From an optimization exercise on the open Yosys and OpenROAD flow, aimed at small area, a short achievable clock period and few clock cycles; shortcuts taken in it are not production practice. Only simulation tests tie the RTL to the original design; equivalence was not proved. Power is estimated from default activity; no workload was simulated.

### design.v
module autd3_cpu (
    input  wire        clk,
    input  wire        rst,
    input  wire        frame_valid,
    input  wire        tick_valid,
    output reg         evt_ready,
    output reg  [6:0]  hdr_addr,
    input  wire [7:0]  hdr_data,
    output reg  [7:0]  bulk_addr,
    input  wire [15:0] bulk_data,
    output reg         bus_valid,
    output reg         bus_we,
    output reg  [2:0]  bus_bank,
    output reg  [13:0] bus_addr,
    output reg  [15:0] bus_wdata,
    input  wire        bus_ready,
    input  wire [15:0] bus_rdata,
    input  wire [63:0] dc_now,
    input  wire [63:0] dc_next_start,
    input  wire [63:0] dc_period,
    output reg  [15:0] tx_ack
);
    localparam [7:0]  N_TR_LAST   = 8'd248;
    localparam [63:0] SYNC_GUARD  = 64'd200000;
    localparam [2:0] BANK_CONFIG = 3'd0;
    localparam [2:0] BANK_MOD    = 3'd1;
    localparam [2:0] BANK_DRIVE  = 3'd2;
    localparam [2:0] BANK_SEQ    = 3'd3;
    localparam [2:0] BANK_DELAY  = 3'd4;
    localparam [13:0] CTRL_FLAG       = 14'h00;
    localparam [13:0] FPGA_INFO       = 14'h01;
    localparam [13:0] FPGA_VERSION    = 14'h02;
    localparam [13:0] MOD_BANK_OFFSET = 14'h03;
    localparam [13:0] MOD_CYCLE       = 14'h04;
    localparam [13:0] SEQ_BANK_OFFSET = 14'h05;
    localparam [13:0] SEQ_CYCLE       = 14'h06;
    localparam [13:0] SEQ_DIV         = 14'h07;
    localparam [1:0] MODE_FULL       = 2'd0;
    localparam [1:0] MODE_PHASE_FULL = 2'd1;
    localparam [1:0] MODE_PHASE_HALF = 2'd2;
    localparam [2:0] C_NONE  = 3'd0,
                     C_CLEAR = 3'd1,
                     C_OPER  = 3'd2,
                     C_POINT = 3'd3,
                     C_GAIN  = 3'd4,
                     C_DELAY = 3'd5,
                     C_VLO   = 3'd6,
                     C_VHI   = 3'd7;
    localparam [4:0]
        S_IDLE  = 5'd0,
        S_H0    = 5'd1,    
        S_H1    = 5'd2,    
        S_H2    = 5'd3,    
        S_H3    = 5'd4,    
        S_CDRV  = 5'd5,    
        S_CREG  = 5'd6,    
        S_DRV   = 5'd7,    
        S_MHEAD = 5'd8,    
        S_MBYTE = 5'd9,
        S_MSEG  = 5'd10,
        S_MEND  = 5'd11,
        S_MCYC  = 5'd12,
        S_MFLG  = 5'd13,
        S_SBOFF = 5'd14,   
        S_SBDIV = 5'd15,
        S_PPRE  = 5'd16,
        S_PW    = 5'd17,
        S_PSEG  = 5'd18,
        S_GW    = 5'd19,
        S_GSEG  = 5'd20,
        S_SSEND = 5'd21,
        S_DLY   = 5'd22,
        S_END   = 5'd23,   
        S_TRD   = 5'd24,   
        S_TW1   = 5'd25,
        S_TCMP  = 5'd26,
        S_TWT   = 5'd27,
        S_TINIT = 5'd28,
        S_TINF  = 5'd29,
        S_TAW   = 5'd30;
    reg [4:0]  st;
    reg [2:0]  cc;              
    reg        f_mb, f_me, f_sb, f_se;
    reg        info_req;
    reg [15:0] ack;             
    reg [7:0]  fpga_flags;
    reg [6:0]  nlen;            
    reg [1:0]  jc;
    reg [30:0] mod_cur;         
    reg [7:0]  mod_carry;
    reg        mod_pending;
    reg [26:0] seq_cur;         
    reg [1:0]  seq_mode;
    reg        seq_pending;
    reg        which;
    reg [63:0] sync_n;
    reg [63:0] now_s;
    reg        v_ok, v_ovs;
    reg [1:0]  kw;
    reg        tcar;
    wire slot_free = ~bus_valid | bus_ready;
    wire rd_done   = bus_valid & ~bus_we & bus_ready;
    wire [1:0] gain_last = (seq_mode == MODE_PHASE_FULL) ? 2'd1 :
                           (seq_mode == MODE_PHASE_HALF) ? 2'd3 : 2'd0;
    reg  [3:0]  nib;
    reg  [15:0] gain_word;
    always @* begin
        case (jc)
            2'd0: nib = bulk_data[3:0];
            2'd1: nib = bulk_data[7:4];
            2'd2: nib = bulk_data[11:8];
            default: nib = bulk_data[15:12];
        endcase
        case (seq_mode)
            MODE_PHASE_FULL: gain_word = {8'hFF, jc[0] ? bulk_data[15:8] : bulk_data[7:0]};
            MODE_PHASE_HALF: gain_word = {8'hFF, nib, nib};
            default:         gain_word = bulk_data;
        endcase
    end
    wire [6:0] mlen_end  = (hdr_data > 8'd123) ? 7'd127 : (hdr_data[6:0] + 7'd4);
    wire [6:0] point_len = (bulk_data > 16'd61) ? 7'd61 : bulk_data[6:0];
    reg [13:0] clr_off;
    always @* begin
        case (bulk_addr[2:0])
            3'd0:    clr_off = MOD_BANK_OFFSET;
            3'd1:    clr_off = MOD_CYCLE;
            3'd2:    clr_off = SEQ_BANK_OFFSET;
            3'd3:    clr_off = SEQ_CYCLE;
            3'd4:    clr_off = SEQ_DIV;
            default: clr_off = CTRL_FLAG;
        endcase
    end
    wire [64:0] dnow  = {1'b0, now_s} - {1'b0, sync_n};
    wire        ge_g  = ~dnow[64] & (dnow[63:0] >= SYNC_GUARD);
    wire        ge_p  = ~dnow[64] & (dnow[63:0] >= dc_period);
    reg [15:0] per_w;
    always @* begin
        case (kw)
            2'd0: per_w = dc_period[15:0];
            2'd1: per_w = dc_period[31:16];
            2'd2: per_w = dc_period[47:32];
            default: per_w = dc_period[63:48];
        endcase
    end
    wire [16:0] tsum = {1'b0, sync_n[15:0]} + {1'b0, per_w} + {16'd0, tcar};
    reg [4:0] disp;
    always @* begin
        case (cc)
            C_CLEAR: disp = S_CDRV;
            C_OPER:  disp = hdr_data[4] ? S_MHEAD : S_DRV;
            C_POINT: disp = f_sb ? S_SBOFF :
                            (bulk_data == 16'd0) ? (f_se ? S_SSEND : S_END) : S_PPRE;
            C_GAIN:  disp = f_sb ? S_SBOFF : S_GW;
            C_DELAY: disp = S_DLY;
            default: disp = S_IDLE;
        endcase
    end
    wire [4:0] est = (st == S_H3) ? disp : st;
    wire [4:0] seq_tail = f_se ? S_SSEND : S_END;
    always @(posedge clk) begin
        now_s <= dc_now;
        v_ok  <= ge_g;
        v_ovs <= ge_p;
        if (rst) begin
            st          <= S_CDRV;
            evt_ready   <= 1'b0;
            bus_valid   <= 1'b0;
            hdr_addr    <= 7'd0;
            bulk_addr   <= 8'd0;
            ack         <= 16'd0;
            tx_ack      <= 16'd0;
            info_req    <= 1'b0;
            fpga_flags  <= 8'h04;
            mod_cur     <= 31'd0;
            mod_pending <= 1'b0;
            seq_cur     <= 27'd0;
            seq_mode    <= MODE_FULL;
            seq_pending <= 1'b0;
            jc          <= 2'd0;
        end else begin
            if (slot_free) bus_valid <= 1'b0;
            if (rd_done) begin
                if (bus_addr[1:0] == 2'd1)
                    ack[7:0] <= bus_rdata[7:0];
                else if (bus_addr[1:0] == 2'd2)
                    ack[7:0] <= (cc == C_VHI) ? bus_rdata[15:8] : bus_rdata[7:0];
            end
            if (st == S_H3 && slot_free) begin
                st <= disp;
                if (cc == C_POINT) nlen <= point_len;
                if (cc == C_GAIN && f_sb) begin
                    if (bulk_data == 16'd1)      seq_mode <= MODE_PHASE_FULL;
                    else if (bulk_data == 16'd2) seq_mode <= MODE_PHASE_HALF;
                    else                         seq_mode <= MODE_FULL;
                end
                if ((cc == C_POINT || cc == C_GAIN) && f_sb) seq_cur <= 27'd0;
                if (cc == C_OPER && f_mb) mod_cur <= 31'd0;
                if (cc == C_CLEAR) begin
                    mod_cur     <= 31'd0;
                    seq_cur     <= 27'd0;
                    seq_mode    <= MODE_FULL;
                    fpga_flags  <= 8'h04;
                    mod_pending <= 1'b0;
                    seq_pending <= 1'b0;
                end
            end
            if (st == S_H3 && !slot_free) begin
            end else if (st == S_H3 && disp == S_IDLE) begin
                hdr_addr  <= 7'd0;
                evt_ready <= 1'b1;
                st        <= S_IDLE;
            end else begin
                case (est)
                    S_IDLE: begin
                        if (frame_valid) begin
                            evt_ready <= 1'b0;
                            st        <= S_H0;
                        end else if (tick_valid) begin
                            if (mod_pending | seq_pending) begin
                                evt_ready <= 1'b0;
                                which     <= ~mod_pending;
                                st        <= S_TRD;
                            end else begin
                                tx_ack <= ack;
                            end
                        end
                    end
                    S_H0: begin
                        if (hdr_data == ack[15:8]) begin
                            evt_ready <= 1'b1;
                            st        <= S_IDLE;
                        end else begin
                            ack      <= {hdr_data, 8'h00};
                            hdr_addr <= 7'd2;
                            st       <= S_H1;
                        end
                    end
                    S_H1: begin
                        f_mb     <= hdr_data[0];
                        f_me     <= hdr_data[1];
                        f_sb     <= hdr_data[2];
                        f_se     <= hdr_data[3];
                        info_req <= hdr_data[5];
                        hdr_addr <= 7'd3;
                        st       <= S_H2;
                    end
                    S_H2: begin
                        case (hdr_data)
                            8'h00: cc <= C_CLEAR;
                            8'h03: cc <= C_VLO;
                            8'h04: cc <= C_VHI;
                            8'h05: cc <= C_OPER;
                            8'h06: cc <= C_POINT;
                            8'h07: cc <= C_GAIN;
                            8'h08: cc <= C_DELAY;
                            default: cc <= C_NONE;
                        endcase
                        if (hdr_data == 8'h01) ack[7:0] <= 8'h07;
                        if (hdr_data == 8'h02) ack[7:0] <= 8'h01;
                        if (hdr_data == 8'h03 || hdr_data == 8'h04) begin
                            bus_valid <= 1'b1; bus_we <= 1'b0;
                            bus_bank  <= BANK_CONFIG; bus_addr <= FPGA_VERSION;
                        end else if (info_req && !(hdr_data == 8'h01 || hdr_data == 8'h02)) begin
                            bus_valid <= 1'b1; bus_we <= 1'b0;
                            bus_bank  <= BANK_CONFIG; bus_addr <= FPGA_INFO;
                        end
                        hdr_addr <= 7'd1;
                        st       <= S_H3;
                    end
                    S_CDRV: if (slot_free) begin
                        bus_valid <= 1'b1; bus_we <= 1'b1; bus_bank <= BANK_DRIVE;
                        bus_addr  <= {6'd0, bulk_addr}; bus_wdata <= 16'h0000;
                        if (bulk_addr == N_TR_LAST) begin
                            bulk_addr <= 8'd0;
                            st        <= S_CREG;
                        end else begin
                            bulk_addr <= bulk_addr + 8'd1;
                        end
                    end
                    S_CREG: if (slot_free) begin
                        bus_valid <= 1'b1; bus_we <= 1'b1; bus_bank <= BANK_CONFIG;
                        bus_addr  <= clr_off;
                        bus_wdata <= (bulk_addr[2:0] == 3'd5) ? 16'h0004 : 16'h0000;
                        if (bulk_addr[2:0] == 3'd5) begin
                            bulk_addr <= 8'd0;
                            st        <= S_END;
                        end else begin
                            bulk_addr <= bulk_addr + 8'd1;
                        end
                    end
                    S_DRV: begin
                        if (hdr_addr == 7'd4) begin
                            nlen     <= mlen_end;
                            hdr_addr <= 7'd5;
                        end else if (hdr_addr != 7'd5) begin
                            hdr_addr <= 7'd4;
                        end
                        if (slot_free) begin
                            bus_valid <= 1'b1; bus_we <= 1'b1; bus_bank <= BANK_DRIVE;
                            bus_addr  <= {6'd0, bulk_addr}; bus_wdata <= bulk_data;
                            if (bulk_addr == N_TR_LAST) begin
                                bulk_addr <= 8'd0;
                                if (f_mb) begin
                                    st <= S_MHEAD;
                                end else if (nlen == 7'd4) begin
                                    hdr_addr <= 7'd1;
                                    st       <= S_MEND;
                                end else begin
                                    st <= S_MBYTE;
                                end
                            end else begin
                                bulk_addr <= bulk_addr + 8'd1;
                            end
                        end
                    end
                    S_MHEAD: begin
                        if (f_mb && slot_free) begin
                            bus_valid <= 1'b1; bus_we <= 1'b1; bus_bank <= BANK_CONFIG;
                            bus_addr  <= MOD_BANK_OFFSET; bus_wdata <= 16'h0000;
                            f_mb      <= 1'b0;
                        end
                        if (hdr_addr == 7'd4) begin
                            nlen     <= mlen_end;
                            hdr_addr <= 7'd5;
                        end else if (hdr_addr != 7'd5) begin
                            hdr_addr <= 7'd4;
                        end
                        if ((!f_mb || slot_free) && hdr_addr[2]) begin
                            if ((hdr_addr == 7'd4) ? (hdr_data == 8'd0) : (nlen == 7'd4)) begin
                                hdr_addr <= 7'd1;
                                st       <= S_MEND;
                            end else begin
                                st <= S_MBYTE;
                            end
                        end
                    end
                    S_MBYTE: if (!mod_cur[0] || slot_free) begin
                        if (mod_cur[0]) begin
                            bus_valid <= 1'b1; bus_we <= 1'b1; bus_bank <= BANK_MOD;
                            bus_addr  <= mod_cur[14:1]; bus_wdata <= {hdr_data, mod_carry};
                        end else begin
                            mod_carry <= hdr_data;
                        end
                        mod_cur <= mod_cur + 31'd1;
                        if (mod_cur[14:0] == 15'h7FFF) begin
                            st <= S_MSEG;
                        end else if (hdr_addr == nlen) begin
                            hdr_addr <= 7'd1;
                            st       <= S_MEND;
                        end else begin
                            hdr_addr <= hdr_addr + 7'd1;
                        end
                    end
                    S_MSEG: if (slot_free) begin
                        bus_valid <= 1'b1; bus_we <= 1'b1; bus_bank <= BANK_CONFIG;
                        bus_addr  <= MOD_BANK_OFFSET; bus_wdata <= mod_cur[30:15];
                        if (hdr_addr == nlen) begin
                            hdr_addr <= 7'd1;
                            st       <= S_MEND;
                        end else begin
                            hdr_addr <= hdr_addr + 7'd1;
                            st       <= S_MBYTE;
                        end
                    end
                    S_MEND: if (slot_free) begin
                        bus_valid <= 1'b1; bus_we <= 1'b1;
                        if (f_me && mod_cur[0]) begin
                            bus_bank  <= BANK_MOD; bus_addr <= mod_cur[14:1];
                            bus_wdata <= {8'h00, mod_carry};
                            st        <= S_MCYC;
                        end else if (f_me) begin
                            bus_bank    <= BANK_CONFIG; bus_addr <= MOD_CYCLE;
                            bus_wdata   <= mod_cur[15:0];
                            mod_pending <= 1'b1;
                            st          <= S_MFLG;
                        end else begin
                            bus_bank   <= BANK_CONFIG; bus_addr <= CTRL_FLAG;
                            bus_wdata  <= {8'h00, hdr_data};
                            fpga_flags <= hdr_data;
                            st         <= S_END;
                        end
                    end
                    S_MCYC: if (slot_free) begin
                        bus_valid   <= 1'b1; bus_we <= 1'b1; bus_bank <= BANK_CONFIG;
                        bus_addr    <= MOD_CYCLE; bus_wdata <= mod_cur[15:0];
                        mod_pending <= 1'b1;
                        st          <= S_MFLG;
                    end
                    S_MFLG: if (slot_free) begin
                        bus_valid  <= 1'b1; bus_we <= 1'b1; bus_bank <= BANK_CONFIG;
                        bus_addr   <= CTRL_FLAG; bus_wdata <= {8'h00, hdr_data};
                        fpga_flags <= hdr_data;
                        st         <= S_END;
                    end
                    S_SBOFF: if (slot_free) begin
                        bus_valid <= 1'b1; bus_we <= 1'b1; bus_bank <= BANK_CONFIG;
                        bus_addr  <= SEQ_BANK_OFFSET; bus_wdata <= 16'h0000;
                        bulk_addr <= 8'd1;
                        st        <= S_SBDIV;
                    end
                    S_SBDIV: if (slot_free) begin
                        bus_valid <= 1'b1; bus_we <= 1'b1; bus_bank <= BANK_CONFIG;
                        bus_addr  <= SEQ_DIV; bus_wdata <= bulk_data;
                        if (cc == C_POINT && nlen != 7'd0) begin
                            bulk_addr <= 8'd4;
                            st        <= S_PW;
                        end else begin
                            bulk_addr <= 8'd0;
                            st        <= seq_tail;
                        end
                    end
                    S_PPRE: begin
                        bulk_addr <= 8'd4;
                        st        <= S_PW;
                    end
                    S_PW: if (slot_free) begin
                        bus_valid <= 1'b1; bus_we <= 1'b1; bus_bank <= BANK_SEQ;
                        bus_addr  <= {1'b0, seq_cur[10:0], bulk_addr[1:0]};
                        bus_wdata <= bulk_data;
                        if (bulk_addr[1:0] == 2'd3) begin
                            seq_cur <= seq_cur + 27'd1;
                            if (seq_cur[10:0] == 11'h7FF) begin
                                st <= S_PSEG;
                            end else if (bulk_addr[7:2] == nlen[5:0]) begin
                                bulk_addr <= 8'd0;
                                st        <= seq_tail;
                            end else begin
                                bulk_addr <= bulk_addr + 8'd1;
                            end
                        end else begin
                            bulk_addr <= bulk_addr + 8'd1;
                        end
                    end
                    S_PSEG: if (slot_free) begin
                        bus_valid <= 1'b1; bus_we <= 1'b1; bus_bank <= BANK_CONFIG;
                        bus_addr  <= SEQ_BANK_OFFSET; bus_wdata <= seq_cur[26:11];
                        if (bulk_addr[7:2] == nlen[5:0]) begin
                            bulk_addr <= 8'd0;
                            st        <= seq_tail;
                        end else begin
                            bulk_addr <= bulk_addr + 8'd1;
                            st        <= S_PW;
                        end
                    end
                    S_GW: if (slot_free) begin
                        bus_valid <= 1'b1; bus_we <= 1'b1; bus_bank <= BANK_SEQ;
                        bus_addr  <= {seq_cur[5:0], bulk_addr};
                        bus_wdata <= gain_word;
                        if (bulk_addr == N_TR_LAST) begin
                            bulk_addr <= 8'd0;
                            seq_cur   <= seq_cur + 27'd1;
                            if (seq_cur[5:0] == 6'h3F) st <= S_GSEG;
                            else if (jc == gain_last) begin
                                jc <= 2'd0;
                                st <= seq_tail;
                            end
                            else                       jc <= jc + 2'd1;
                        end else begin
                            bulk_addr <= bulk_addr + 8'd1;
                        end
                    end
                    S_GSEG: if (slot_free) begin
                        bus_valid <= 1'b1; bus_we <= 1'b1; bus_bank <= BANK_CONFIG;
                        bus_addr  <= SEQ_BANK_OFFSET; bus_wdata <= seq_cur[21:6];
                        if (jc == gain_last) begin
                            jc <= 2'd0;
                            st <= seq_tail;
                        end else begin
                            jc <= jc + 2'd1;
                            st <= S_GW;
                        end
                    end
                    S_SSEND: if (slot_free) begin
                        bus_valid   <= 1'b1; bus_we <= 1'b1; bus_bank <= BANK_CONFIG;
                        bus_addr    <= SEQ_CYCLE; bus_wdata <= seq_cur[15:0];
                        seq_pending <= 1'b1;
                        bulk_addr   <= 8'd0;
                        st          <= S_END;
                    end
                    S_DLY: if (slot_free) begin
                        bus_valid <= 1'b1; bus_we <= 1'b1; bus_bank <= BANK_DELAY;
                        bus_addr  <= {6'd0, bulk_addr}; bus_wdata <= bulk_data;
                        if (bulk_addr == N_TR_LAST) begin
                            bulk_addr <= 8'd0;
                            st        <= S_END;
                        end else begin
                            bulk_addr <= bulk_addr + 8'd1;
                        end
                    end
                    S_END: if (slot_free) begin
                        hdr_addr  <= 7'd0;
                        bulk_addr <= 8'd0;
                        evt_ready <= 1'b1;
                        st        <= S_IDLE;
                    end
                    S_TRD: begin
                        sync_n <= dc_next_start;
                        st     <= S_TW1;
                    end
                    S_TW1: st <= S_TCMP;
                    S_TCMP: begin
                        if (!v_ok) begin
                            st <= S_TCMP;
                        end else if (v_ovs) begin
                            sync_n <= dc_next_start;
                            st     <= S_TW1;
                        end else begin
                            kw   <= 2'd0;
                            tcar <= 1'b0;
                            st   <= S_TWT;
                        end
                    end
                    S_TWT: if (slot_free) begin
                        bus_valid <= 1'b1; bus_we <= 1'b1; bus_bank <= BANK_CONFIG;
                        bus_addr  <= {10'd0, 1'b1, which, kw};
                        bus_wdata <= tsum[15:0];
                        tcar      <= tsum[16];
                        sync_n    <= {sync_n[15:0], sync_n[63:16]};
                        kw        <= kw + 2'd1;
                        if (kw == 2'd3) st <= S_TINIT;
                    end
                    S_TINIT: if (slot_free) begin
                        bus_valid <= 1'b1; bus_we <= 1'b1; bus_bank <= BANK_CONFIG;
                        bus_addr  <= CTRL_FLAG;
                        bus_wdata <= {6'd0, which, ~which, fpga_flags};
                        st        <= info_req ? S_TINF : S_TAW;
                    end
                    S_TINF: if (slot_free) begin
                        bus_valid <= 1'b1; bus_we <= 1'b0; bus_bank <= BANK_CONFIG;
                        bus_addr  <= FPGA_INFO;
                        st        <= S_TAW;
                    end
                    S_TAW: if (slot_free) begin
                        if (rd_done && bus_addr[1:0] == 2'd0 && !bus_rdata[{3'b100, which}]) begin
                            if (which) seq_pending <= 1'b0;
                            else       mod_pending <= 1'b0;
                            if (!which && seq_pending) begin
                                which <= 1'b1;
                                st    <= S_TRD;
                            end else begin
                                tx_ack    <= ack;
                                evt_ready <= 1'b1;
                                st        <= S_IDLE;
                            end
                        end else begin
                            bus_valid <= 1'b1; bus_we <= 1'b0; bus_bank <= BANK_CONFIG;
                            bus_addr  <= CTRL_FLAG;
                        end
                    end
                    default: st <= S_IDLE;
                endcase
            end
        end
    end
endmodule
### run.sh
#!/bin/bash
# synth_recipe.tcl (not shown) runs the flow's synth.tcl, then flattens the netlist and writes it again
# the make line also repeats each setting of config.mk as NAME=value (left out here)
make -C /OpenROAD-flow-scripts/flow DESIGN_CONFIG=/design/flow/config.mk WORK_HOME=/design/flow/orfs CLKGATE_MAP_FILE= SYNTH_SCRIPT=/design/flow/synth_recipe.tcl finish
### config.mk
export PLATFORM = sky130hd
export DESIGN_NAME = autd3_cpu
export DESIGN_NICKNAME = autd3_cpu
export VERILOG_FILES = /design/flow/design.v
export SDC_FILE = /design/flow/constraint.sdc
export NUM_CORES = 4
export LEC_CHECK = 0
export CAP_MARGIN = 20
export CORE_MARGIN = 2
export CORE_UTILIZATION = 40
export PLACE_DENSITY = 0.6
export SLEW_MARGIN = 20
### constraint.sdc
create_clock -name core_clock -period 9.0 [get_ports {clk}]
set_input_delay 1.8000 -clock core_clock [delete_from_list [all_inputs] [get_ports {clk}]]
set_output_delay 1.8000 -clock core_clock [all_outputs]
set_load 0.01 [all_outputs]
==> results of run 1 <==
state kept, by name, indices dropped and copies added (netlist names), 2 cells and up:
name        count
cc              3
bus_addr       14
hdr_addr        7
seq_mode        2
st              5
mod_cur        31
nlen            7
mod_carry       8
seq_cur        27
sync_n         64
fpga_flags      8
jc              2
bulk_addr       8
kw              2
bus_wdata      16
bus_bank        3
now_s          64
tx_ack         16
ack            16
cells by family after synthesis:
family / Yosys count / synth area share, %
AO/OA/AOI/OAI: 972 / 26.5
XOR/XNOR: 88 / 3.24
adder cells (fa/ha/maj): 171 / 9.08
buffers and inverters: 362 / 5.81
flip-flops: 317 / 31.9
multiplexers: 59 / 2.51
AND/OR/NAND/NOR: 1048 / 21.0
routing by layer:
metal / vias to the layer above / track usage (%)
met5: - / 0
met4: 4 / 20.4
met3: 321 / 6.32
met2: 1515 / 57.8
met1: 12347 / 45.6
li1: 11613 / -
cell usage in the layout, fill, tap and decap left out, types with 24 or more instances in the layout:
cell type | Yosys | final
a211oi_1 | 37 | 37
a21o_1 | 65 | 65
a21oi_1 | 258 | 257
a221oi_1 | 31 | 31
a222oi_1 | 37 | 37
a31oi_1 | 32 | 31
and3_1 | 38 | 38
buf_4 | 0 | 48
clkbuf_16 | 0 | 42
clkdlybuf4s50_1 | 0 | 302
dfxtp_1 | 193 | 193
edfxtp_1 | 124 | 124
ha_1 | 168 | 167
inv_1 | 201 | 201
mux2i_1 | 53 | 53
nand2_1 | 316 | 315
nand2b_1 | 25 | 25
nand3_1 | 112 | 112
nand4_1 | 49 | 49
nor2_1 | 267 | 264
nor3_1 | 71 | 66
o211ai_1 | 30 | 30
o21ai_0 | 245 | 245
or3_1 | 24 | 24
xnor2_1 | 48 | 48
xor2_1 | 40 | 40
final timing paths:
path                                          startpoint                        to  cells after the start
worst max-delay path                        bulk_data[8]   bus_wdata[11]$_DFFE_PP_                     14
worst min-delay path            fpga_flags[0]$_SDFF_PP0_  fpga_flags[0]$_SDFF_PP0_                      2
worst max register to register      sync_n[15]$_DFFE_PP_             v_ovs$_DFF_P_                     22
worst min register to register  fpga_flags[0]$_SDFF_PP0_  fpga_flags[0]$_SDFF_PP0_                      2
cell type report:
| type | instances | area, um^2 |
|---|---|---|
| antenna | 1 | 2.50 |
| multi-input combinational | 2338 | 15000 |
| sequential | 317 | 7590 |
| clock inverter | 17 | 168 |
| clock buffer | 53 | 1150 |
| tap | 773 | 967 |
| timing repair buffer | 350 | 3380 |
| inverter | 201 | 754 |
| fill | 5706 | 29900 |
worst max-delay path, cell delays in order:
cell and delay, ns:
clkdlybuf4s50_1 0.63, nor4_2 0.26, and4_1 0.39, nand4_1 0.30, o211ai_2 0.24, buf_4 0.32, nand3_1 0.45, nor3_1 0.90
nand2_1 0.38, o21ai_0 0.51, buf_4 0.28, nand2_1 0.08, nand3_1 0.11, a221o_1 0.12
through the flow:
stage	cells	hold WS, ns
floorplan	3017	0.448
global placement	3979	0.460
detailed placement	3979	0.465
CTS	4049	0.473
global route	4049	0.501
finish	4050	0.476
power groups by stage:
stage	Sequential [W]	Combinational, W	Clock, W
after global placement	0.00174	0.00173	0
after detailed placement	0.00175	0.00173	0
after global routing	0.00173	0.00191	0.00172
after CTS	0.00172	0.00174	0.00167
final	0.00172	0.00179	0.00165
after floorplan	0.00173	0.000994	0
==> results by group, run 1 <==
Outcome
  – Status: complete, no violations

Clock network
  – Reg clk slew, reported paths: 0.07 ns
  – H-tree levels: 2
  – CTS tree: built
  – Max Root-Sink Buffers: 3
  – Clk sink count: 317
  – Root buffer cell: clkbuf_16
  – # resized after CTS: 0
  – CTS Hold Buffers Added: 0
  – Worst skew pair latency: 0.60 ns
  – Clock buffer count from CTS: 39
  – Setup Buffers After CTS: 0

Timing
  – Max Freq: 158 MHz
  – Min cycle time layout: 6.35 ns
  – Clk_skew: 0.0325 ns
  – Unrepaired setup endpoints after global routing: no
  – Setup TNS Final: 0 ns
  – Final setup viols: 0
  – Final Hold Vio Count: 0
  – Slew HR: 25.1%
  – Final period utilization: a little over two thirds
  – Final WS setup: 2.65 ns
  – Worst-margin pin slew: 1.12 ns
  – Max Slew Vio Count: 0

Layout
  – Final core occ: 49.2%
  – Final instance area: 29000 um^2
  – Fraction of layout cells with a size suffix above 1: 5.31%
  – Final nets: 3655
  – Area Overhead vs Synth: 21.6%

Pwr
  – Sw power: 0.00193 W
  – Register share of total power: 33.3%
  – Sw frac: 37.4%
  – Maximum VDD drop: between 0.15 and 0.2 mV
  – PD cells: 178 nW/um^2
  – Clk network pwr share: 31.9%
  – Total power: about 0.0052 W
  – Combinational power share: 34.8%
  – Internal power: 0.00323 W
  – Leakage: 11.5 nW

Synth
  – Post-synth EDFFs: 124
  – Cells after Synth: 3017
  – Syn Std Cell Area: 23800 um^2
  – Async SR Flop Fraction: 0%
  – Seq/Total Area, Yosys: 31.9%
  – Synth Net Count: 3425
  – Synth top area share: 16.2%
  – Synth cell count leaders: 316 x nand2_1, 267 x nor2_1, 258 x a21oi_1, 245 x o21ai_0, 201 x inv_1
  – Yosys reg bits: approximately 320
  – Number of synthesis warnings: 1
  – Distinct cells, synth: slightly above 90
  – Syn_area_per_cell: 7.90 um^2
  – Synth top area cells: dfxtp_1 16%, edfxtp_1 16%, ha_1 8.8%
  – Most numerous cell in the Yosys netlist: nand2_1
  – Top FF cell, synth: dfxtp_1
  – Area leader, netlist: dfxtp_1

Global route
  – Vias in the first global route: 24356
  – Initial antenna violation count: 4
  – Grt total ovfl: 0
  – Global-route wire length before repair: ~160000 um
  – Largest net degree at the start of global routing: roughly 110
  – Tot GR Track Use: a little over a third

Setup path
  – Arrival time at the worst endpoint: between 6 and 7 ns
  – WP data required: 9.46 ns
  – Crit end category: register
  – CP Launch Type: input port
  – Crit path max fanout: 24
  – Reg2reg setup slack: 3.22 ns
  – Critical path type: input port to register

Floorplanning
  – Die height: 248 um
  – Die footprint: 61500 um^2
  – Die width: 248 um
  – # rows: 89
  – Starting Density: 40.4%
  – Core Area: 58900 um^2
  – Boundary pin count: 304

Hold path
  – Hold WC Path Type: register to register

Route
  – Final WL: 114000 um
  – DRC: 0
  – Routed length per instance: 28.2 um
  – Met1 wire length: roughly 45000 um
  – Met2 WL: between 50000 and 60000 um
  – Via count: 25800
  – Vias per std cell: 6.37
  – Met3 WL: 9960 um
  – Drt pass-1 iters: 10
  – Highest routed layer: met5
  – First DRT Iteration DRCs: 3167
  – Post-DRT Antenna Nets: 0

Placement
  – Gp weighted congestion: 1.04
  – DP Worst Slack: roughly 2.3 ns
  – Dpl hpwl: 90300 um
  – Port Buffers: 303
  – DP Area: 27600 um^2

Flow run
  – Max_cap viols: 0
Testbench counts, summed over its fixed seeds: cycles 63,716.
==> run 2: changes to the inputs <==
--- a/design.v
+++ b/design.v
@@ -64,5 +64,4 @@
         S_SBOFF = 5'd14,   
         S_SBDIV = 5'd15,
-        S_PPRE  = 5'd16,
         S_PW    = 5'd17,
         S_PSEG  = 5'd18,
@@ -73,5 +72,4 @@
         S_END   = 5'd23,   
         S_TRD   = 5'd24,   
-        S_TW1   = 5'd25,
         S_TCMP  = 5'd26,
         S_TWT   = 5'd27,
@@ -96,5 +94,5 @@
     reg [63:0] sync_n;
     reg [63:0] now_s;
-    reg        v_ok, v_ovs;
+    reg        c_sub, c_geg, c_gep;
     reg [1:0]  kw;
     reg        tcar;
@@ -131,7 +129,13 @@
         endcase
     end
-    wire [64:0] dnow  = {1'b0, now_s} - {1'b0, sync_n};
-    wire        ge_g  = ~dnow[64] & (dnow[63:0] >= SYNC_GUARD);
-    wire        ge_p  = ~dnow[64] & (dnow[63:0] >= dc_period);
+    reg [15:0] guard_w;
+    always @* begin
+        case (kw)
+            2'd0: guard_w = SYNC_GUARD[15:0];
+            2'd1: guard_w = SYNC_GUARD[31:16];
+            2'd2: guard_w = SYNC_GUARD[47:32];
+            default: guard_w = SYNC_GUARD[63:48];
+        endcase
+    end
     reg [15:0] per_w;
     always @* begin
@@ -144,22 +148,9 @@
     end
     wire [16:0] tsum = {1'b0, sync_n[15:0]} + {1'b0, per_w} + {16'd0, tcar};
-    reg [4:0] disp;
-    always @* begin
-        case (cc)
-            C_CLEAR: disp = S_CDRV;
-            C_OPER:  disp = hdr_data[4] ? S_MHEAD : S_DRV;
-            C_POINT: disp = f_sb ? S_SBOFF :
-                            (bulk_data == 16'd0) ? (f_se ? S_SSEND : S_END) : S_PPRE;
-            C_GAIN:  disp = f_sb ? S_SBOFF : S_GW;
-            C_DELAY: disp = S_DLY;
-            default: disp = S_IDLE;
-        endcase
-    end
-    wire [4:0] est = (st == S_H3) ? disp : st;
+    wire [16:0] dsub = {1'b0, now_s[15:0]} + {1'b0, ~sync_n[15:0]} + {16'd0, c_sub};
+    wire [16:0] dgeg = {1'b0, dsub[15:0]} + {1'b0, ~guard_w} + {16'd0, c_geg};
+    wire [16:0] dgep = {1'b0, dsub[15:0]} + {1'b0, ~per_w} + {16'd0, c_gep};
     wire [4:0] seq_tail = f_se ? S_SSEND : S_END;
     always @(posedge clk) begin
-        now_s <= dc_now;
-        v_ok  <= ge_g;
-        v_ovs <= ge_p;
         if (rst) begin
             st          <= S_CDRV;
@@ -186,30 +177,75 @@
                     ack[7:0] <= (cc == C_VHI) ? bus_rdata[15:8] : bus_rdata[7:0];
             end
-            if (st == S_H3 && slot_free) begin
-                st <= disp;
-                if (cc == C_POINT) nlen <= point_len;
-                if (cc == C_GAIN && f_sb) begin
-                    if (bulk_data == 16'd1)      seq_mode <= MODE_PHASE_FULL;
-                    else if (bulk_data == 16'd2) seq_mode <= MODE_PHASE_HALF;
-                    else                         seq_mode <= MODE_FULL;
-                end
-                if ((cc == C_POINT || cc == C_GAIN) && f_sb) seq_cur <= 27'd0;
-                if (cc == C_OPER && f_mb) mod_cur <= 31'd0;
-                if (cc == C_CLEAR) begin
-                    mod_cur     <= 31'd0;
-                    seq_cur     <= 27'd0;
-                    seq_mode    <= MODE_FULL;
-                    fpga_flags  <= 8'h04;
-                    mod_pending <= 1'b0;
-                    seq_pending <= 1'b0;
+            if (st == S_H3) begin
+                if (slot_free) begin
+                    case (cc)
+                        C_CLEAR: begin
+                            mod_cur     <= 31'd0;
+                            seq_cur     <= 27'd0;
+                            seq_mode    <= MODE_FULL;
+                            fpga_flags  <= 8'h04;
+                            mod_pending <= 1'b0;
+                            seq_pending <= 1'b0;
+                            bus_valid <= 1'b1; bus_we <= 1'b1; bus_bank <= BANK_DRIVE;
+                            bus_addr  <= 14'd0; bus_wdata <= 16'h0000;
+                            bulk_addr <= 8'd1;
+                            st        <= S_CDRV;
+                        end
+                        C_OPER: begin
+                            if (f_mb) mod_cur <= 31'd0;
+                            hdr_addr <= 7'd4;
+                            if (!hdr_data[4]) begin
+                                bus_valid <= 1'b1; bus_we <= 1'b1; bus_bank <= BANK_DRIVE;
+                                bus_addr  <= 14'd0; bus_wdata <= bulk_data;
+                                bulk_addr <= 8'd1;
+                                st        <= S_DRV;
+                            end else begin
+                                if (f_mb) begin
+                                    bus_valid <= 1'b1; bus_we <= 1'b1; bus_bank <= BANK_CONFIG;
+                                    bus_addr  <= MOD_BANK_OFFSET; bus_wdata <= 16'h0000;
+                                end
+                                f_mb <= 1'b0;
+                                st   <= S_MHEAD;
+                            end
+                        end
+                        C_POINT, C_GAIN: begin
+                            if (f_sb) begin
+                                seq_cur   <= 27'd0;
+                                bus_valid <= 1'b1; bus_we <= 1'b1; bus_bank <= BANK_CONFIG;
+                                bus_addr  <= SEQ_BANK_OFFSET; bus_wdata <= 16'h0000;
+                                bulk_addr <= 8'd1;
+                                st        <= S_SBDIV;
+                                if (cc == C_GAIN) begin
+                                    if (bulk_data == 16'd1)      seq_mode <= MODE_PHASE_FULL;
+                                    else if (bulk_data == 16'd2) seq_mode <= MODE_PHASE_HALF;
+                                    else                         seq_mode <= MODE_FULL;
+                                end
+                            end else if (cc == C_GAIN) begin
+                                bus_valid <= 1'b1; bus_we <= 1'b1; bus_bank <= BANK_SEQ;
+                                bus_addr  <= {seq_cur[5:0], 8'd0}; bus_wdata <= gain_word;
+                                bulk_addr <= 8'd1;
+                                st        <= S_GW;
+                            end else if (nlen == 7'd0) begin
+                                st <= seq_tail;
+                            end else begin
+                                bulk_addr <= 8'd4;
+                                st        <= S_PW;
+                            end
+                        end
+                        C_DELAY: begin
+                            bus_valid <= 1'b1; bus_we <= 1'b1; bus_bank <= BANK_DELAY;
+                            bus_addr  <= 14'd0; bus_wdata <= bulk_data;
+                            bulk_addr <= 8'd1;
+                            st        <= S_DLY;
+                        end
+                        default: begin
+                            hdr_addr  <= 7'd0;
+                            evt_ready <= 1'b1;
+                            st        <= S_IDLE;
+                        end
+                    endcase
                 end
-            end
-            if (st == S_H3 && !slot_free) begin
-            end else if (st == S_H3 && disp == S_IDLE) begin
-                hdr_addr  <= 7'd0;
-                evt_ready <= 1'b1;
-                st        <= S_IDLE;
             end else begin
-                case (est)
+                case (st)
                     S_IDLE: begin
                         if (frame_valid) begin
@@ -265,4 +301,5 @@
                             bus_bank  <= BANK_CONFIG; bus_addr <= FPGA_INFO;
                         end
+                        nlen     <= point_len;
                         hdr_addr <= 7'd1;
                         st       <= S_H3;
@@ -410,8 +447,4 @@
                         end
                     end
-                    S_PPRE: begin
-                        bulk_addr <= 8'd4;
-                        st        <= S_PW;
-                    end
                     S_PW: if (slot_free) begin
                         bus_valid <= 1'b1; bus_we <= 1'b1; bus_bank <= BANK_SEQ;
@@ -496,17 +529,31 @@
                     S_TRD: begin
                         sync_n <= dc_next_start;
-                        st     <= S_TW1;
+                        now_s  <= dc_now;
+                        kw     <= 2'd0;
+                        c_sub  <= 1'b1;
+                        c_geg  <= 1'b1;
+                        c_gep  <= 1'b1;
+                        st     <= S_TCMP;
                     end
-                    S_TW1: st <= S_TCMP;
                     S_TCMP: begin
-                        if (!v_ok) begin
-                            st <= S_TCMP;
-                        end else if (v_ovs) begin
-                            sync_n <= dc_next_start;
-                            st     <= S_TW1;
-                        end else begin
-                            kw   <= 2'd0;
-                            tcar <= 1'b0;
-                            st   <= S_TWT;
+                        now_s  <= {16'd0, now_s[63:16]};
+                        sync_n <= {sync_n[15:0], sync_n[63:16]};
+                        kw     <= kw + 2'd1;
+                        c_sub  <= dsub[16];
+                        c_geg  <= dgeg[16];
+                        c_gep  <= dgep[16];
+                        if (kw == 2'd3) begin
+                            c_sub <= 1'b1;
+                            c_geg <= 1'b1;
+                            c_gep <= 1'b1;
+                            if (!(dsub[16] && dgeg[16])) begin
+                                now_s <= dc_now;              
+                            end else if (dgep[16]) begin
+                                sync_n <= dc_next_start;      
+                                now_s  <= dc_now;
+                            end else begin
+                                tcar <= 1'b0;
+                                st   <= S_TWT;
+                            end
                         end
                     end
--- a/config.mk
+++ b/config.mk
@@ -8,5 +8,5 @@
 export CAP_MARGIN = 20
 export CORE_MARGIN = 2
-export CORE_UTILIZATION = 40
-export PLACE_DENSITY = 0.6
+export CORE_UTILIZATION = 65
+export PLACE_DENSITY = 0.75
 export SLEW_MARGIN = 20
==> run 2 against run 1 <==
Die area decreased by 47%. Wire length decreased by 31%. Sequential cell count increased by 1. Total power decreased by 7.2%. Clock skew decreased by 0.014 ns. Largest cell class unchanged. Non-clock buffer count decreased by 8. Final area decreased by 15%.
==> results by group, run 2 <==
Hold path
  – Worst Hold Launch: fpga_flags[7]$_SDFFE_PP0P_ (was fpga_flags[0]$_SDFF_PP0_)
  – Worst Hold Path Cells: 2 (unchanged)
  – Hold endpoint: fpga_flags[7]$_SDFFE_PP0P_ (was fpga_flags[0]$_SDFF_PP0_)
  – Hold WC Path Type: register to register (unchanged)

Pwr
  – Combinational power share: 32.1% (was 34.8%)
  – Maximum VDD drop: 0.159 mV (was 0.192 mV)
  – Total power: 0.00479 W (was 0.00516 W)
  – PD cells: 195 nW/um^2 (was 178 nW/um^2)
  – Clk network pwr share: 31.2% (was 31.9%)
  – Sw power: 0.00166 W (was 0.00193 W)
  – Leakage: 9.09 nW (was 11.5 nW)
  – Sw frac: 34.6% (was 37.4%)
  – Internal power: 0.00313 W (was 0.00323 W)
  – Register share of total power: 36.7% (was 33.3%)

Clock network
  – # resized after CTS: 0 (unchanged)
  – H-tree levels: 2 (unchanged)
  – CTS Hold Buffers Added: 0 (unchanged)
  – Clock buffer count from CTS: 35 (was 39)
  – Root buffer cell: clkbuf_16 (unchanged)
  – Setup Buffers After CTS: 0 (unchanged)
  – CTS tree: built (unchanged)
  – Max Root-Sink Buffers: 3 (unchanged)
  – Reg clk slew, reported paths: 0.07 ns (about the same)
  – Worst skew pair latency: 0.54 ns (was 0.60 ns)
  – Clk sink count: 318 (was 317)

Global route
  – Met3 usage: 13.2% (was 6.32%)
  – Grt total ovfl: 0 (unchanged)
  – GR peak layer: met2 (unchanged)
  – GR Util met1: 55.6% (was 45.6%)
  – Vias in the first global route: 19814 (was 24356)
  – Largest net degree at the start of global routing: 68 (was 114)
  – Tot GR Track Use: 47.1% (was 36.0%)
  – Global-route wire length before repair: 118000 um (was 162000 um)
  – Initial antenna violation count: 4 (unchanged)
  – Met2 usage: 75.5% (was 57.8%)

Synth
  – Most numerous cell in the Yosys netlist: nor2_1 (was nand2_1)
  – Synth top area share: 28.6% (was 16.2%)
  – Yosys reg bits: 318 (was 317)
  – Top FF cell, synth: edfxtp_1 (was dfxtp_1)
  – Cells after Synth: 2171 (was 3017)
  – Area leader, netlist: edfxtp_1 (was dfxtp_1)
  – Synth cell count leaders: 226 x nor2_1, 193 x nand2_1, 191 x edfxtp_1, 160 x a21oi_1, 127 x dfxtp_1 (was 316 x nand2_1, 267 x nor2_1, 258 x a21oi_1, 245 x o21ai_0, 201 x inv_1)
  – Distinct cells, synth: 84 (was 91)
  – Synth top area cells: edfxtp_1 29%, dfxtp_1 13%, ha_1 4.9% (was dfxtp_1 16%, edfxtp_1 16%, ha_1 8.8%)
  – Synth Net Count: 2490 (was 3425)
  – Post-synth EDFFs: 191 (was 124)
  – Syn Std Cell Area: 20100 um^2 (was 23800 um^2)
  – Async SR Flop Fraction: 0% (unchanged)
  – Number of synthesis warnings: 1 (unchanged)
  – Seq/Total Area, Yosys: 41.2% (was 31.9%)
  – Syn_area_per_cell: 9.25 um^2 (was 7.90 um^2)

Layout
  – Area Overhead vs Synth: 22.5% (was 21.6%)
  – Fraction of layout cells with a size suffix above 1: 7.92% (was 5.31%)
  – Register area: 8280 um^2 (was 7590 um^2)
  – Final nets: 2741 (was 3655)
  – Most common cell after layout, fill and taps aside: clkdlybuf4s50_1 (was nand2_1)
  – Most frequent cells in the layout: 302 x clkdlybuf4s50_1, 225 x nor2_1, 193 x nand2_1 (was 315 x nand2_1, 302 x clkdlybuf4s50_1, 264 x nor2_1)
  – Area of the multi-input gates: 11000 um^2 (was 15000 um^2)
  – Top flop regs: now_s (64), sync_n (64), mod_cur (31) (unchanged)
  – FILL cells: 1788 (was 5706)

Route
  – Post-DRT Antenna Nets: 0 (unchanged)
  – First DRT Iteration DRCs: 3647 (was 3167)
  – Vias per std cell: 7.18 (was 6.37)
  – Final WL: 79200 um (was 114000 um)
  – Routed length per instance: 27.8 um (was 28.2 um)
  – Via count: 20460 (was 25800)
  – DRC: 0 (unchanged)
  – Drt pass-1 iters: 9 (was 10)

Timing
  – Unrepaired setup endpoints after global routing: no (unchanged)
  – Final Hold Vio Count: 0 (unchanged)
  – Clk_skew: 0.0189 ns (was 0.0325 ns)
  – Max Freq: 143 MHz (was 158 MHz)
  – Min cycle time layout: 7.01 ns (was 6.35 ns)
  – Setup TNS Final: 0 ns (unchanged)
  – Max Slew Vio Count: 0 (unchanged)
  – Final period utilization: 77.9% (was 70.5%)
  – Slew HR: 23.8% (was 25.1%)
  – Final setup viols: 0 (unchanged)
  – Worst-margin pin slew: 1.14 ns (was 1.12 ns)

Setup path
  – Reg2reg setup slack: 1.99 ns (was 3.22 ns)
  – Arrival time at the worst endpoint: 7.28 ns (was 6.80 ns)
  – Worst flop-to-flop path endpoint: now_s[45]$_DFFE_PP_ (was v_ovs$_DFF_P_)
  – Crit end category: register (unchanged)
  – Worst R2R Start: sync_n[0]$_DFFE_PP_ (was sync_n[15]$_DFFE_PP_)
  – WP data required: 9.27 ns (was 9.46 ns)
  – Crit path max fanout: 33 (was 24)
  – CP Launch Type: register (was input port)
  – R2R cell count: 20 (was 22)
  – Critical path type: register to register (was input port to register)

Floorplanning
  – Die width: 180 um (was 248 um)
  – Core Area: 30500 um^2 (was 58900 um^2)
  – # rows: 64 (was 89)
  – Die footprint: 32300 um^2 (was 61500 um^2)
  – Starting Density: 65.8% (was 40.4%)
  – Die height: 180 um (was 248 um)
  – Boundary pin count: 304 (unchanged)

Placement
  – Dpl hpwl: 56000 um (was 90300 um)
  – Gp weighted congestion: 1.07 (was 1.04)
  – Port Buffers: 303 (unchanged)

Flow run
  – Max_cap viols: 0 (unchanged)

Outcome
  – Status: complete, no violations (unchanged)
[run 2: changes by cell type after synthesis, moves of 65 or more]
cell	change
a21oi_1	-98
dfxtp_1	-66
edfxtp_1	+67
ha_1	-90
inv_1	-111
mux2_2	+65
nand2_1	-123
o21ai_0	-149
[run 2: worst max path at each step]
| stage | start | to | slack [ns] |
|---|---|---|---|
| floorplan | bus_ready | kw[0]$_SDFFCE_PP0P_ | 1.59 |
| finish | sync_n[0]$_DFFE_PP_ | now_s[45]$_DFFE_PP_ | 1.99 |
| CTS | now_s[0]$_DFFE_PP_ | now_s[14]$_DFFE_PP_ | 2.26 |
| global route | sync_n[0]$_DFFE_PP_ | now_s[14]$_DFFE_PP_ | 1.72 |
| global placement | sync_n[4]$_DFFE_PP_ | now_s[47]$_DFFE_PP_ | 2.53 |
| detailed placement | sync_n[0]$_DFFE_PP_ | now_s[14]$_DFFE_PP_ | 2.30 |
[run 2: cell type report]
class / instances / area share, %
clock inverter: 14 / 0.672
inverter: 91 / 1.39
tap: 396 / 2.01
clock buffer: 50 / 4.09
multi-input combinational: 1634 / 44.6
timing repair buffer: 342 / 13.5
sequential: 318 / 33.7
antenna: 4 / 0.0407
[run 2: power by group through the flow]
stage	registers, W	clock network (W)	logic (W)
after global placement	0.00178	0	0.00142
after CTS	0.00175	0.00148	0.00146
final	0.00176	0.00149	0.00153
after floorplan	0.00178	0	0.000823
after global routing	0.00177	0.00153	0.00160
after detailed placement	0.00178	0	0.00144
[run 2: kinds of logic after synthesis]
kind of cell,Yosys count,share of synthesized area (%)
AND/OR/NAND/NOR,733,17.3
AO/OA/AOI/OAI,556,18.5
flip-flops,318,41.2
buffers and inverters,219,4.39
multiplexers,167,9.12
XOR/XNOR,96,4.19
adder cells (fa/ha/maj),82,5.26
[run 2: layer usage]
| metal | vias up | routed length (um) | part of all wire (%) |
|---|---|---|---|
| met1 | 9500 | 26600 | 34 |
| met5 | - | 0 | 0 |
| met3 | 500 | 10500 | 13 |
| li1 | 8561 | - | - |
| met4 | 0 | 6450 | 8.1 |
| met2 | 1899 | 35700 | 45 |
[run 2: per-stage QoR]
stage | hold slack [ns] | utilization [%] | instances | area (um^2) | setup slack [ns]
floorplan | 0.431 | - | 2171 | 20100 | 1.59
global route | 0.481 | 80.6 | 2847 | 24600 | 1.72
CTS | 0.456 | 80.5 | 2844 | 24600 | 2.26
finish | 0.458 | 80.6 | 2849 | 24600 | 1.99
global placement | 0.438 | 76.7 | 2780 | 23400 | 2.53
detailed placement | 0.448 | 76.7 | 2780 | 23400 | 2.30
[run 2: worst max-delay path: stages, from the launching register on]
cell and delay, ns:
edfxtp_1 0.47, fa_1 0.26, inv_1 0.08, fa_1 0.41, a21o_1 0.22, a31oi_1 0.27, o21bai_1 0.22, a21o_1 0.22
a211oi_1 0.23, nor2_1 0.09, ha_1 0.26, or4_1 0.55, a211oi_1 0.25, or3b_1 0.37, o221a_2 0.28, a2111oi_2 0.34
nor4b_2 0.30, nor2_1 0.14, a31oi_4 0.90, buf_4 0.44, mux2_2 0.39
Testbench counts of run 2, summed over its fixed seeds: cycles 63,898.
==> run 3: changes to the inputs <==
--- a/config.mk
+++ b/config.mk
@@ -8,5 +8,5 @@
 export CAP_MARGIN = 20
 export CORE_MARGIN = 2
-export CORE_UTILIZATION = 65
-export PLACE_DENSITY = 0.75
+export CORE_UTILIZATION = 40
+export PLACE_DENSITY = 0.6
 export SLEW_MARGIN = 20
==> run 3 against run 2 <==
Die area grew 61%. Critical endpoint is now sync_n[60]$_DFFE_PP_. Combinational power is essentially flat. Critical path depth down 2. Non-clock buffer count grew 9. Clock-buffer cell count increased by 6. Area after synthesis stayed put. Sequential share of layout area down 0.58 points. Clock power hardly changed. Still clean. Largest power group unchanged. Register-to-register slack improved by 0.29 ns. Worst hold slack gained 0.0015 ns. Global-route usage is 18 points lower. Total power grew 0.82%.
==> results by group, run 3 <==
Clock network
  – CTS Hold Buffers Added: 0 (unchanged)
  – Setup Buffers After CTS: 0 (unchanged)
  – Root buffer cell: clkbuf_16 (unchanged)
  – Reg clk slew, reported paths: 0.06 ns (was 0.07 ns)
  – Worst skew pair latency: 0.57 ns (was 0.54 ns)
  – Max Root-Sink Buffers: 3 (unchanged)
  – Clock buffer count from CTS: 39 (was 35)
  – Clk sink count: 318 (unchanged)
  – # resized after CTS: 0 (unchanged)
  – CTS tree: built (unchanged)
  – H-tree levels: 2 (unchanged)

Placement
  – DP Area: 23800 um^2 (was 23400 um^2)
  – Port Buffers: 303 (unchanged)
  – Placed Cells incl. Taps: 3065 (was 2780)
  – Gp weighted congestion: 1.01 (was 1.07)
  – Dpl hpwl: 58300 um (was 56000 um)
  – DP Worst Slack: 2.36 ns (was 2.30 ns)

Synth
  – Synth Net Count: 2490 (unchanged)
  – Syn Std Cell Area: 20100 um^2 (unchanged)
  – Cells after Synth: 2171 (unchanged)
  – Synth cell count leaders: 226 x nor2_1, 193 x nand2_1, 191 x edfxtp_1, 160 x a21oi_1, 127 x dfxtp_1 (unchanged)
  – Synth top area share: 28.6% (unchanged)
  – Number of synthesis warnings: 1 (unchanged)
  – Most numerous cell in the Yosys netlist: nor2_1 (unchanged)
  – Synth top area cells: edfxtp_1 29%, dfxtp_1 13%, ha_1 4.9% (unchanged)
  – Seq/Total Area, Yosys: 41.2% (unchanged)
  – Top FF cell, synth: edfxtp_1 (unchanged)
  – Yosys reg bits: 318 (unchanged)
  – Syn_area_per_cell: 9.25 um^2 (unchanged)
  – Async SR Flop Fraction: 0% (unchanged)
  – Distinct cells, synth: 84 (unchanged)
  – Post-synth EDFFs: 191 (unchanged)
  – Area leader, netlist: edfxtp_1 (unchanged)

Timing
  – Final Hold Vio Count: 0 (unchanged)
  – Hold WS: 0.460 ns (was 0.458 ns)
  – Unrepaired setup endpoints after global routing: no (unchanged)
  – Clk_skew: 0.0262 ns (was 0.0189 ns)
  – Final period utilization: 74.6% (was 77.9%)
  – Setup TNS Final: 0 ns (unchanged)
  – Final setup viols: 0 (unchanged)
  – Final WS setup: 2.28 ns (was 1.99 ns)
  – Max Slew Vio Count: 0 (unchanged)
  – Worst-margin pin slew: 1.17 ns (was 1.14 ns)
  – Max Freq: 149 MHz (was 143 MHz)
  – Min cycle time layout: 6.72 ns (was 7.01 ns)
  – Slew HR: 20.1% (was 23.8%)

Layout
  – Non-Filler Instances: 3137 (was 2849)
  – Area Overhead vs Synth: 24.6% (was 22.5%)
  – Final nets: 2754 (was 2741)
  – Most common cell after layout, fill and taps aside: clkdlybuf4s50_1 (unchanged)
  – Top flop regs: now_s (64), sync_n (64), mod_cur (31) (unchanged)
  – Most frequent cells in the layout: 302 x clkdlybuf4s50_1, 225 x nor2_1, 192 x nand2_1 (was 302 x clkdlybuf4s50_1, 225 x nor2_1, 193 x nand2_1)
  – Fraction of layout cells with a size suffix above 1: 8.36% (was 7.92%)
  – Final instance area: 25000 um^2 (was 24600 um^2)

Global route
  – Vias in the first global route: 18222 (was 19814)
  – Largest net degree at the start of global routing: 68 (unchanged)
  – Tot GR Track Use: 29.0% (was 47.1%)
  – Grt total ovfl: 0 (unchanged)
  – Initial antenna violation count: 3 (was 4)
  – Global-route wire length before repair: 115000 um (was 118000 um)

Floorplanning
  – Die width: 228 um (was 180 um)
  – Starting Density: 40.3% (was 65.8%)
  – Die height: 228 um (was 180 um)
  – Core Area: 49900 um^2 (was 30500 um^2)
  – Die footprint: 52000 um^2 (was 32300 um^2)
  – # rows: 82 (was 64)
  – Boundary pin count: 304 (unchanged)

Route
  – Final WL: 77600 um (was 79200 um)
  – First DRT Iteration DRCs: 2195 (was 3647)
  – Routed length per instance: 24.8 um (was 27.8 um)
  – Via count: 18669 (was 20460)
  – DRC: 0 (unchanged)
  – Post-DRT Antenna Nets: 0 (unchanged)
  – Drt pass-1 iters: 6 (was 9)
  – Vias per std cell: 5.95 (was 7.18)

Setup path
  – Critical path type: register to register (unchanged)
  – Crit path max fanout: 29 (was 33)
  – Arrival time at the worst endpoint: 7.01 ns (was 7.28 ns)
  – Worst flop-to-flop path endpoint: sync_n[60]$_DFFE_PP_ (was now_s[45]$_DFFE_PP_)
  – Reg2reg setup slack: 2.28 ns (was 1.99 ns)
  – R2R cell count: 18 (was 20)
  – Worst R2R Start: sync_n[4]$_DFFE_PP_ (was sync_n[0]$_DFFE_PP_)
  – CP Launch Type: register (unchanged)
  – Crit path launch: sync_n[4]$_DFFE_PP_ (was sync_n[0]$_DFFE_PP_)
  – Crit end category: register (unchanged)
  – WP data required: 9.30 ns (was 9.27 ns)

Pwr
  – Leakage: 9.16 nW (was 9.09 nW)
  – Maximum VDD drop: 0.106 mV (was 0.159 mV)
  – PD cells: 193 nW/um^2 (was 195 nW/um^2)

Outcome
  – Status: complete, no violations (unchanged)

Hold path
  – Hold WC Path Type: register to register (unchanged)
  – Worst Hold Path Cells: 2 (unchanged)
  – Hold endpoint: fpga_flags[0]$_SDFFE_PP0P_ (was fpga_flags[7]$_SDFFE_PP0P_)
  – Worst Hold Launch: fpga_flags[0]$_SDFFE_PP0P_ (was fpga_flags[7]$_SDFFE_PP0P_)

Flow run
  – Max_cap viols: 0 (unchanged)
-- run 3: cell counts after synthesis --
No cell type changed its count.
-- run 3: how the worst max path moves through the flow --
stage	end	cells after the start
finish	sync_n[60]$_DFFE_PP_	18
global route	sync_n[60]$_DFFE_PP_	18
CTS	sync_n[60]$_DFFE_PP_	18
detailed placement	sync_n[53]$_DFFE_PP_	18
global placement	sync_n[44]$_DFFE_PP_	18
floorplan	kw[0]$_SDFFCE_PP0P_	4
-- run 3: power breakdown --
group / switching, W / internal (W) / total (W)
logic: 0.000961 / 0.000592 / 0.00155
clock network: 0.000636 / 0.000889 / 0.00152
registers: 0.0000769 / 0.00167 / 0.00175
total: 0.00167 / 0.00315 / 0.00482
-- run 3: final cells by class --
class	count	area, um^2
flip-flops and latches	318	8280
inverters	91	342
multi-input cells	1634	11000
diodes	1	2.50
clock buffers	56	1110
clock inverters	14	104
repair buffers	351	3390
fillers	4714	24800
well taps	672	841
-- run 3: metal layers --
metal	part of all wire (%)	global-route usage [%]	wire, um	up-vias
met5	0.017	0	13	-
met4	3.9	11.3	3030	2
met3	8.7	5.76	6750	152
met2	46	47.1	35700	927
met1	41	38.1	32200	9007
li1	-	-	-	8581
-- run 3: stage by stage --
stage          total power (W)  util [%]
2_1_floorplan          0.00261         -
4_1_cts                0.00482      50.2
3_5_place_dp           0.00328      47.7
6_report               0.00482      50.2
3_3_place_gp           0.00329      47.7
5_1_grt                0.00501      50.2
-- run 3: cell families (layout without fill, tap and decap cells) --
logic type | Yosys count | after routing | synth area share [%]
mux | 167 | 167 | 9.12
buf+inv | 219 | 512 | 4.39
fa+ha+maj | 82 | 82 | 5.26
other cells | 0 | 1 | 0
compound gates | 556 | 556 | 18.5
flops | 318 | 318 | 41.2
xor+xnor | 96 | 96 | 4.19
simple gates | 733 | 733 | 17.3
-- run 3: critical path, stage by stage, from the launching register on --
cell,delay [ns]
edfxtp_1,0.43
inv_1,0.07
ha_1,0.37
a2111o_1,0.49
a31oi_1,0.28
o21bai_1,0.19
a21o_1,0.21
a211oi_1,0.24
nor2_1,0.11
ha_1,0.27
or4_1,0.53
a211oi_1,0.21
or3b_1,0.38
o221a_2,0.28
a2111oi_2,0.39
or4b_4,0.54
a21oi_4,0.60
buf_4,0.47
mux2_2,0.38
==> run 4: changes to the inputs <==
--- a/config.mk
+++ b/config.mk
@@ -10,3 +10,4 @@
 export CORE_UTILIZATION = 40
 export PLACE_DENSITY = 0.6
+export SETUP_SLACK_MARGIN = 5
 export SLEW_MARGIN = 20
==> run 4 against run 3 <==
Still clean on timing, DRC and antenna. Sequential power about the same. Final cell count up 2.1%. Die area unchanged. Sequential cell count unchanged. Fmax up 22%. Largest cell class unchanged.
==> results by group, run 4 <==
Outcome
  – Status: complete, no violations (unchanged)

Timing
  – Final Hold Vio Count: 0 (unchanged)
  – Min cycle time layout: 5.52 ns (was 6.72 ns)
  – Unrepaired setup endpoints after global routing: yes (was no)
  – Slew HR: 26.9% (was 20.1%)
  – Final setup viols: 0 (unchanged)
  – Max Freq: 181 MHz (was 149 MHz)
  – Worst-margin pin slew: 1.10 ns (was 1.17 ns)
  – Final period utilization: 61.3% (was 74.6%)
  – Setup TNS Final: 0 ns (unchanged)
  – Clk_skew: 0.0239 ns (was 0.0262 ns)
  – Max Slew Vio Count: 0 (unchanged)

Pwr
  – Total power: 0.00497 W (was 0.00482 W)
  – Combinational power share: 33.4% (was 32.2%)
  – Register share of total power: 35.4% (was 36.2%)
  – Leakage: 10.2 nW (was 9.16 nW)
  – Maximum VDD drop: 0.115 mV (was 0.106 mV)
  – Internal power: 0.00323 W (was 0.00315 W)
  – Sw frac: 35.1% (was 34.7%)
  – Sw power: 0.00174 W (was 0.00167 W)
  – PD cells: 185 nW/um^2 (was 193 nW/um^2)
  – Clk network pwr share: 31.2% (was 31.6%)

Synth
  – Multiplexer share of the synthesized area: 9.12% (unchanged)
  – Syn Std Cell Area: 20100 um^2 (unchanged)
  – Synth cell count leaders: 226 x nor2_1, 193 x nand2_1, 191 x edfxtp_1, 160 x a21oi_1, 127 x dfxtp_1 (unchanged)
  – Yosys reg bits: 318 (unchanged)
  – Post-Synth Simple-Gate Area: 17.3% (unchanged)
  – Cells after Synth: 2171 (unchanged)
  – Largest family of logic cells by synthesized area: compound AO/OA/AOI/OAI gates (unchanged)
  – Syn_area_per_cell: 9.25 um^2 (unchanged)
  – Number of synthesis warnings: 1 (unchanged)
  – Xor and xnor area share after synthesis: 4.19% (unchanged)
  – Seq/Total Area, Yosys: 41.2% (unchanged)
  – Synth top area cells: edfxtp_1 29%, dfxtp_1 13%, ha_1 4.9% (unchanged)
  – Area leader, netlist: edfxtp_1 (unchanged)
  – Async SR Flop Fraction: 0% (unchanged)
  – Post-synth EDFFs: 191 (unchanged)
  – Synth Area in Adders: 5.26% (unchanged)
  – Most numerous cell in the Yosys netlist: nor2_1 (unchanged)
  – Synth Net Count: 2490 (unchanged)
  – Top FF cell, synth: edfxtp_1 (unchanged)
  – Synth top area share: 28.6% (unchanged)
  – Distinct cells, synth: 84 (unchanged)
  – Post-synthesis compound-gate area fraction: 18.5% (unchanged)

Layout
  – Non-Filler Instances: 3203 (was 3137)
  – Final instance area: 26900 um^2 (was 25000 um^2)
  – FILL cells: 4582 (was 4714)
  – Most frequent cells in the layout: 289 x clkdlybuf4s50_1, 218 x nor2_1, 191 x edfxtp_1 (was 302 x clkdlybuf4s50_1, 225 x nor2_1, 192 x nand2_1)
  – Final nets: 2818 (was 2754)
  – Most common cell after layout, fill and taps aside: clkdlybuf4s50_1 (unchanged)
  – Top flop regs: now_s (64), sync_n (64), mod_cur (31) (unchanged)
  – Final core occ: 54.0% (was 50.2%)
  – Fraction of layout cells with a size suffix above 1: 17.0% (was 8.36%)
  – Area Overhead vs Synth: 34.1% (was 24.6%)

Global route
  – GR Util met1: 39.6% (was 38.1%)
  – Met2 usage: 48.5% (was 47.1%)
  – GR peak layer: met2 (unchanged)
  – Grt total ovfl: 0 (unchanged)
  – Global-route wire length before repair: 120000 um (was 115000 um)
  – Initial antenna violation count: 2 (was 3)
  – Met3 usage: 5.89% (was 5.76%)
  – Largest net degree at the start of global routing: 68 (unchanged)
  – Tot GR Track Use: 30.4% (was 29.0%)
  – Vias in the first global route: 18823 (was 18222)

Setup path
  – Largest delay share family, worst path: compound AO/OA/AOI/OAI gates (unchanged)
  – Worst Path Buf+Inv: 6 (was 2)
  – R2R cell count: 21 (was 18)
  – WP data required: 9.32 ns (was 9.30 ns)
  – CP peak stage delay: 0.54 ns (was 0.60 ns)
  – Slowest-stage cell, CP: or4b_4 (was a21oi_4)
  – Cell Chain, Critical Path: inv_2 > fa_2 > inv_2 > fa_2 > a21o_1 > buf_4 > a31o_2 > a21oi_1 > xnor2_1 > ha_1 > or4_4 > a211oi_2 > or3b_1 > o221a_2 > a2111oi_4 > or4b_4 > a21oi_4 > buf_12 > buf_4 > buf_16 > mux2_2 (was inv_1 > ha_1 > a2111o_1 > a31oi_1 > o21bai_1 > a21o_1 > a211oi_1 > nor2_1 > ha_1 > or4_1 > a211oi_1 > or3b_1 > o221a_2 > a2111oi_2 > or4b_4 > a21oi_4 > buf_4 > mux2_2)
  – CP Launch Type: register (unchanged)
  – Crit end category: register (unchanged)
  – Stages on worst setup path: 21 (was 18)
  – Arrival time at the worst endpoint: 5.84 ns (was 7.01 ns)
  – Crit path max fanout: 7 (was 29)
  – Critical path type: register to register (unchanged)

Floorplanning
  – # rows: 82 (unchanged)
  – Starting Density: 40.3% (unchanged)
  – Die footprint: 52000 um^2 (unchanged)
  – Core Area: 49900 um^2 (unchanged)
  – Die height: 228 um (unchanged)
  – Boundary pin count: 304 (unchanged)
  – Die width: 228 um (unchanged)

Route
  – Routed length per instance: 25.5 um (was 24.8 um)
  – Final WL: 81800 um (was 77600 um)
  – Drt pass-1 iters: 9 (was 6)
  – Vias per std cell: 5.97 (was 5.95)
  – Post-DRT Antenna Nets: 0 (unchanged)
  – DRC: 0 (unchanged)
  – Via count: 19124 (was 18669)
  – First DRT Iteration DRCs: 1798 (was 2195)

Clock network
  – Root buffer cell: clkbuf_16 (unchanged)
  – Reg clk slew, reported paths: 0.06 ns (about the same)
  – Clk sink count: 318 (unchanged)
  – Worst skew pair latency: 0.57 ns (about the same)
  – CTS Hold Buffers Added: 0 (unchanged)
  – Clock buffer count from CTS: 39 (unchanged)
  – H-tree levels: 2 (unchanged)
  – Max Root-Sink Buffers: 3 (unchanged)
  – CTS tree: built (unchanged)

Placement
  – Port Buffers: 303 (unchanged)
  – Dpl hpwl: 59600 um (was 58300 um)
  – Placed Cells incl. Taps: 3062 (was 3065)
  – DP Area: 24200 um^2 (was 23800 um^2)
  – Gp weighted congestion: 0.994 (was 1.01)

Hold path
  – Hold WC Path Type: register to register (unchanged)
  – Worst Hold Path Cells: 2 (unchanged)

Flow run
  – Max_cap viols: 0 (unchanged)
## run 4: cell counts after synthesis
Identical to the previous run, type by type.
## run 4: repair_timing
action / CTS / global route
cloned: 9 / 2
buffers inserted: 45 / 12
setup endpoints to repair: 200 / 202
gates resized for setup: 127 / 52
pin swaps: 36 / 12
## run 4: cells by family after synthesis
kind of cell | after synthesis
flip-flops | 318
AO/OA/AOI/OAI | 556
adder cells (fa/ha/maj) | 82
multiplexers | 167
AND/OR/NAND/NOR | 733
XOR/XNOR | 96
buffers and inverters | 219
## run 4: final timing paths
| check | from | endpoint | slack [ns] |
|---|---|---|---|
| worst max-delay path | now_s[0]$_DFFE_PP_ | sync_n[62]$_DFFE_PP_ | 3.48 |
| worst max register to register | now_s[0]$_DFFE_PP_ | sync_n[62]$_DFFE_PP_ | 3.48 |
| worst min-delay path | fpga_flags[0]$_SDFFE_PP0P_ | fpga_flags[0]$_SDFFE_PP0P_ | 0.46 |
| worst min register to register | fpga_flags[0]$_SDFFE_PP0P_ | fpga_flags[0]$_SDFFE_PP0P_ | 0.46 |
## run 4: through the flow
stage          worst slack [ns]  hold slack [ns]
2_1_floorplan              3.81            0.431
3_3_place_gp               2.56            0.439
3_5_place_dp               2.44            0.450
4_1_cts                    3.55            0.457
5_1_grt                    3.31            0.469
6_report                   3.48            0.461
## run 4: power groups by stage
| stage | logic, W | clock network (W) | registers, W |
|---|---|---|---|
| final | 0.00166 | 0.00155 | 0.00176 |
| after global routing | 0.00175 | 0.00163 | 0.00177 |
| after floorplan | 0.000865 | 0 | 0.00178 |
| after CTS | 0.00159 | 0.00159 | 0.00175 |
| after global placement | 0.00153 | 0 | 0.00178 |
| after detailed placement | 0.00153 | 0 | 0.00178 |
## run 4: final cells by class
class / instances / area (um^2) / area share (%)
Antenna cell: 3 / 7.51 / 0.0279
Clock buffer: 51 / 1090 / 4.06
Clock inverter: 19 / 144 / 0.534
Inverter: 91 / 342 / 1.27
Multi-Input combinational cell: 1635 / 11900 / 44.3
Sequential cell: 318 / 8280 / 30.7
Tap cell: 672 / 841 / 3.12
Timing Repair Buffer: 414 / 4300 / 16.0
## run 4: per-layer routing
layer	up-vias	wire [um]
li1	8727	-
met1	9275	34100
met2	922	37400
met3	200	6130
met4	0	4150
met5	-	0
## run 4: tightest hold or removal path: cells and delay by family (launching register included)
family	cells	cell delay [ns]
flops	1	0.31
compound gates	1	0.05
simple gates	1	0.05

==> re-timing with driven ports <==
The results above use ideal ports. As a check the final layouts listed here were re-extracted and re-timed, cells and wires unchanged.
Step 1: set_driving_cell puts a clkbuf_16 on clk and a buf_2 on each other input, an assumption about the parent block.
Step 2 times the ports against the registers' clock, not the clock port: input delays grow and output delays shrink by t, the midpoint of the rising clock arrivals with the driver on.
Slacks: ideal ports / drivers / drivers and shift; pairs: ideal ports / drivers.
run | shift t [ns] | setup slack, ns | worst hold slack (ns) | latest minus earliest clock arrival (ns)
run 1 | 0.649 | 2.654 / 2.689 / 2.040 | 0.476 / 0.476 / 0.476 | 0.037 / 0.036
run 2 | 0.581 | 1.992 / 1.992 / 1.992 | 0.458 / 0.458 / 0.458 | 0.020 / 0.020
run 3 | 0.616 | 2.284 / 2.284 / 2.284 | 0.460 / 0.460 / 0.460 | 0.026 / 0.026
run 4 | 0.625 | 3.484 / 3.484 / 3.377 | 0.461 / 0.461 / 0.461 | 0.033 / 0.034
After both steps setup and hold are still met in every run listed. For run 1, which loses most, drivers alone change the setup slack by +0.035 ns; drivers and shift together by -0.614 ns.
